Context: an optimization exercise on an open-source flow, tuned for small area, a short achievable clock period and few clock cycles per item. The choices shown serve that exercise and are no tape-out recipe. No activity file was given, so power comes from the tool's default toggle rates.

Setup of the reference run:
Design lpc1_cksum, start of the top module:
module lpc1_cksum (
    input  wire        clk,
    input  wire        rst,
    input  wire        cmd_valid,
    output wire        cmd_ready,
    input  wire [31:0] cmd_word,
    input  wire [31:0] cmd_len,
    input  wire [23:0] cmd_fcs_in,
    input  wire        in_valid,
    output wire        in_ready,
    input  wire [31:0] in_data,
    output reg         done,
    output reg  [7:0]  code,
    output reg  [7:0]  last_op,
    output reg         match,
    output reg  [23:0] fcs_val,
    output reg  [23:0] fcs_rx,
    output reg  [16:0] fcs_cover,
    output reg  [16:0] out_len,
    output reg  [5:0]  crc6,
    output reg  [9:0]  crc10
);
For scale: ~220 flip-flops.
export LEC_CHECK = 0
export CAP_MARGIN = 20
export CORE_MARGIN = 2
export CORE_UTILIZATION = 40
export SETUP_SLACK_MARGIN = 5
export SLEW_MARGIN = 20
export SYNTH_MEMORY_MAX_BITS = 8192
create_clock -name core_clock -period 8.0 [get_ports {clk}]
standard.sh (not shown) runs the stock make flow with config.mk's settings and CLKGATE_MAP_FILE= SYNTH_SCRIPT=/design/flow/synth_recipe.tcl, a recipe that flattens the netlist after the stock synthesis.
==> flow/flow/run.sh <==
#!/bin/bash
# The standard layout (the standard.sh: standard synthesis, floorplan,
# placement, CTS, routing), with the ports buffered by the smallest buffer
# (sky130_fd_sc_hd__buf_1) instead of the resizer's default delay cell;
# repair_design and repair_timing resize them where needed.
set -euo pipefail
export BUFFER_PORTS_ARGS="-buffer_cell sky130_fd_sc_hd__buf_1"
bash standard.sh finish > standard_flow.log 2>&1
The reference run reached the end of the flow, and the finished layout is clean on the timing, DRC and antenna checks.
Edits applied to the flow inputs when going from the reference run to the trial run:
--- a/flow/design.v
+++ b/flow/design.v
@@ -121,25 +121,22 @@
     reg        setup;         
     reg        o_calc, o_gen, o_chk, o_crc6, o_crc10, o_splice;
     reg        illegal;       
     reg        big;           
     reg        sup_ov;        
     reg [16:0] rem;           
     reg [3:0]  jb;            
-    reg        ui_elig;       
     reg [31:0] wrot;          
     reg [23:0] prev;          
     reg [1:0]  cidx;          
     reg        wv;            
     reg        wfirst;        
     reg        wsecond;       
     reg        wlast;         
     reg        ui;            
-    reg        u0;            
-    reg        u1;            
     reg        t_none;        
     reg        t_ok;          
     reg        fcs_on;        
     reg        c10_on;        
     reg        cmpx;          
     assign cmd_ready = rdy;
     assign in_ready  = irdy;
@@ -150,49 +147,45 @@
     wire d_crc10  = (cmd_word == 32'h0000_0011);
     wire d_splice = (cmd_word == 32'h0000_0012);
     wire d_legal  = d_calc | d_gen | d_chk | d_crc6 | d_crc10 | d_splice;
     wire d_big    = (|cmd_len[31:17]) | (cmd_len[16] & (|cmd_len[15:0]));
     wire [1:0] d_j = (cmd_word[1:0] == 2'b11) ? ~cmd_len[1:0]
                                               : {cmd_len[1] ^ cmd_len[0], cmd_len[0]};
     wire [3:0] d_jh = {d_j == 2'd3, d_j == 2'd2, d_j == 2'd1, d_j == 2'd0};
-    wire d_ui_elig = (d_gen & (|cmd_len[31:3])) |
-                     (d_chk & ((|cmd_len[31:4]) |
-                               (cmd_len[3] & (cmd_len[2] | (cmd_len[1] & cmd_len[0])))));
     wire accept = cmd_valid & rdy;
     wire fire   = in_valid & irdy;
     wire [16:0] n        = rem;                  
     wire        n_zero   = (n == 17'd0);
     wire        n_lt2    = (n[16:1] == 16'd0);
     wire        n_lt3    = n_lt2 | (n == 17'd2);
     wire        n_lt4    = (n[16:2] == 15'd0);
     wire        n_ovf    = (n > 17'd65533);
     wire        n_ragged = |rem[1:0];            
     wire        rem_gt4  = (|rem[16:3]) | (rem[2] & (|rem[1:0]));
     wire        rem_gt8  = (|rem[16:4]) | (rem[3] & (|rem[2:0]));
     wire        more_after = wv ? rem_gt8 : rem_gt4;
     wire        iuup     = o_crc10 | o_splice;
-    wire ui_pat  = (in_data[15:13] == 3'b110) & ~in_data[16];
-    wire ui_word = ui_elig & ui_pat;
-    wire ui_next = (u0 & ui_pat) | u1;
+    wire ui_elig = (o_gen & ~n_ovf & ~sup_ov & (rem > 17'd7)) |
+                   (o_chk & (rem > 17'd10));
+    wire ui_word = ui_elig & (in_data[15:13] == 3'b110) & ~in_data[16];
+    wire ui_next = (cidx == 2'd0) ? ui_word : ((cidx == 2'd1) & ui);
     wire [3:0] jn = ui_next ? 4'b0010 : jb;
     wire [3:0] t_word    = in_data[7:4];
     wire       t_none_w  = (t_word == 4'd1);
     wire       t_ok_w    = (t_word == 4'd0) || (t_word == 4'd14);
     wire [5:0] crc6_word;
     lpc1_crc6h u_crc6 (.x(in_data[15:0]), .c(crc6_word));
     wire       crc6_wr = fire & (cidx == 2'd0) &
                          ((o_crc6 & ~n_lt2) | (o_splice & t_ok_w & ~n_lt4));
     wire [31:0] rot = ({32{jn[0]}} & in_data) |
                       ({32{jn[1]}} & {in_data[23:0], prev[23:16]}) |
                       ({32{jn[2]}} & {in_data[15:0], prev[23:8]}) |
                       ({32{jn[3]}} & {in_data[7:0], prev[23:0]});
-    wire [23:0] fcs_init_b, fcs_init_1;
-    lpc1_crc24i u_init_b (.j(jb), .f(fcs_init_b));
-    lpc1_crc24i u_init_1 (.j(4'b0010), .f(fcs_init_1));
-    wire [23:0] fcs_init = ui_next ? fcs_init_1 : fcs_init_b;
+    wire [23:0] fcs_init;
+    lpc1_crc24i u_init (.j(jn), .f(fcs_init));
     wire fcs_clr  = setup & ~illegal & ~big &
                     (o_calc | (o_gen & ~n_ovf & ~sup_ov) | (o_chk & ~n_lt3));
     wire fcs_load = ~rdy & (cidx == 2'd0) & (fcs_clr | fcs_on);
     wire [23:0] fcs_next;
     lpc1_crc24w u_crc24 (.f(fcs_val), .x(wrot), .fn(fcs_next));
     wire [9:0] crc10_next;
     lpc1_crc10w u_crc10 (.c(crc10), .x(wrot), .cn(crc10_next));
@@ -216,30 +209,24 @@
             o_crc6   <= d_crc6;
             o_crc10  <= d_crc10;
             o_splice <= d_splice;
             illegal  <= ~d_legal;
             big      <= d_big;
             sup_ov   <= cmd_word[8] & (|cmd_fcs_in);
             jb       <= d_jh;
-            ui_elig  <= d_ui_elig;
         end
         if (rdy)
             rem <= cmd_len[16:0];
         else if (wv)
             rem <= rem - 17'd4;
         if (accept) begin
             cidx   <= 2'd0;
             fcs_on <= 1'b0;
-            u0     <= d_ui_elig;
-            u1     <= 1'b0;
-        end else if (fire) begin
-            if (cidx != 2'd2)
-                cidx <= cidx + 2'd1;
-            u0 <= 1'b0;
-            u1 <= u0 & ui_pat;
+        end else if (fire && cidx != 2'd2) begin
+            cidx <= cidx + 2'd1;
         end
         if (fcs_clr)
             fcs_on <= 1'b1;
         wfirst  <= (cidx == 2'd0);
         wsecond <= (cidx == 2'd1);
         wlast   <= ~more_after;
         if (cidx == 2'd0) begin
@@ -333,15 +320,15 @@
             if (crc6_wr)
                 crc6 <= crc6_word;
             if (fcs_step)
                 fcs_val <= fcs_next;
             if (c10_step)
                 crc10 <= crc10_next;
             if (wv & wfirst) begin
-                if (ui & fcs_on)
+                if (ui)
                     fcs_cover <= 17'd7;
                 if (iuup) begin
                     if (t_none) begin
                         code <= C_NO_CRC;
                         if (o_crc10)
                             crc10 <= 10'h0;
                     end else if (!t_ok) begin
### Flow results
Sequential power (higher): the reference run. Area growth from synthesis to layout came out higher on the trial run than on the reference run. The routed length on met1 in the trial run was higher than what the reference run gave. The pin slew with the least headroom to its limit in the trial run sits 41 ps below the value recorded for the reference run. | register-to-register slack | the trial run vs the reference run | 220 ps lower |. Diff the reference run -> the trial run: proportion of power drawn by the clock network shrank by 2.2 points, mean post-synth cell area went down. Run comparison: the trial run critical setup path kind register to register; the reference run critical setup path kind register to output pin. met3 demand-to-capacity share in global routing came out higher on the trial run than on the reference run.
Function was not checked in any run of this note: the RTL went through the layout flow alone.

==> separate check: timing with driven ports <==
Ports are ideal in the flow. The routed layouts listed here were re-timed in OpenROAD. Step 1 (the two cells are an assumption about what drives the block):
set clk [get_ports {clk}]
set_driving_cell -lib_cell sky130_fd_sc_hd__clkbuf_16 $clk
set_driving_cell -lib_cell sky130_fd_sc_hd__buf_2 [delete_from_list [all_inputs] $clk]
Step 2, shift: input delay + t, output delay - t, t = (earliest + latest rising clock arrival at the registers) / 2. This alone moves slack from input paths to output paths. Slacks: no drivers / after step 1 / after step 2; pairs: no drivers / after step 1.
| run | t, ns | slack for setup (ns) | hold slack, ns | worst slew at a driven data input, ns | pins driven straight from the clock port |
|---|---|---|---|---|---|
| the reference run | 0.582 | 5.087 / 5.038 / 4.558 | 0.451 / 0.451 / 0.451 | 0.09 | 1 |
| the trial run | 0.576 | 4.907 / 4.907 / 4.520 | 0.424 / 0.424 / 0.424 | 0.06 | 1 |
After both steps every run listed still meets setup and hold. For the reference run, which loses most, drivers alone change the setup slack by -0.049 ns; drivers and shift together by -0.529 ns.
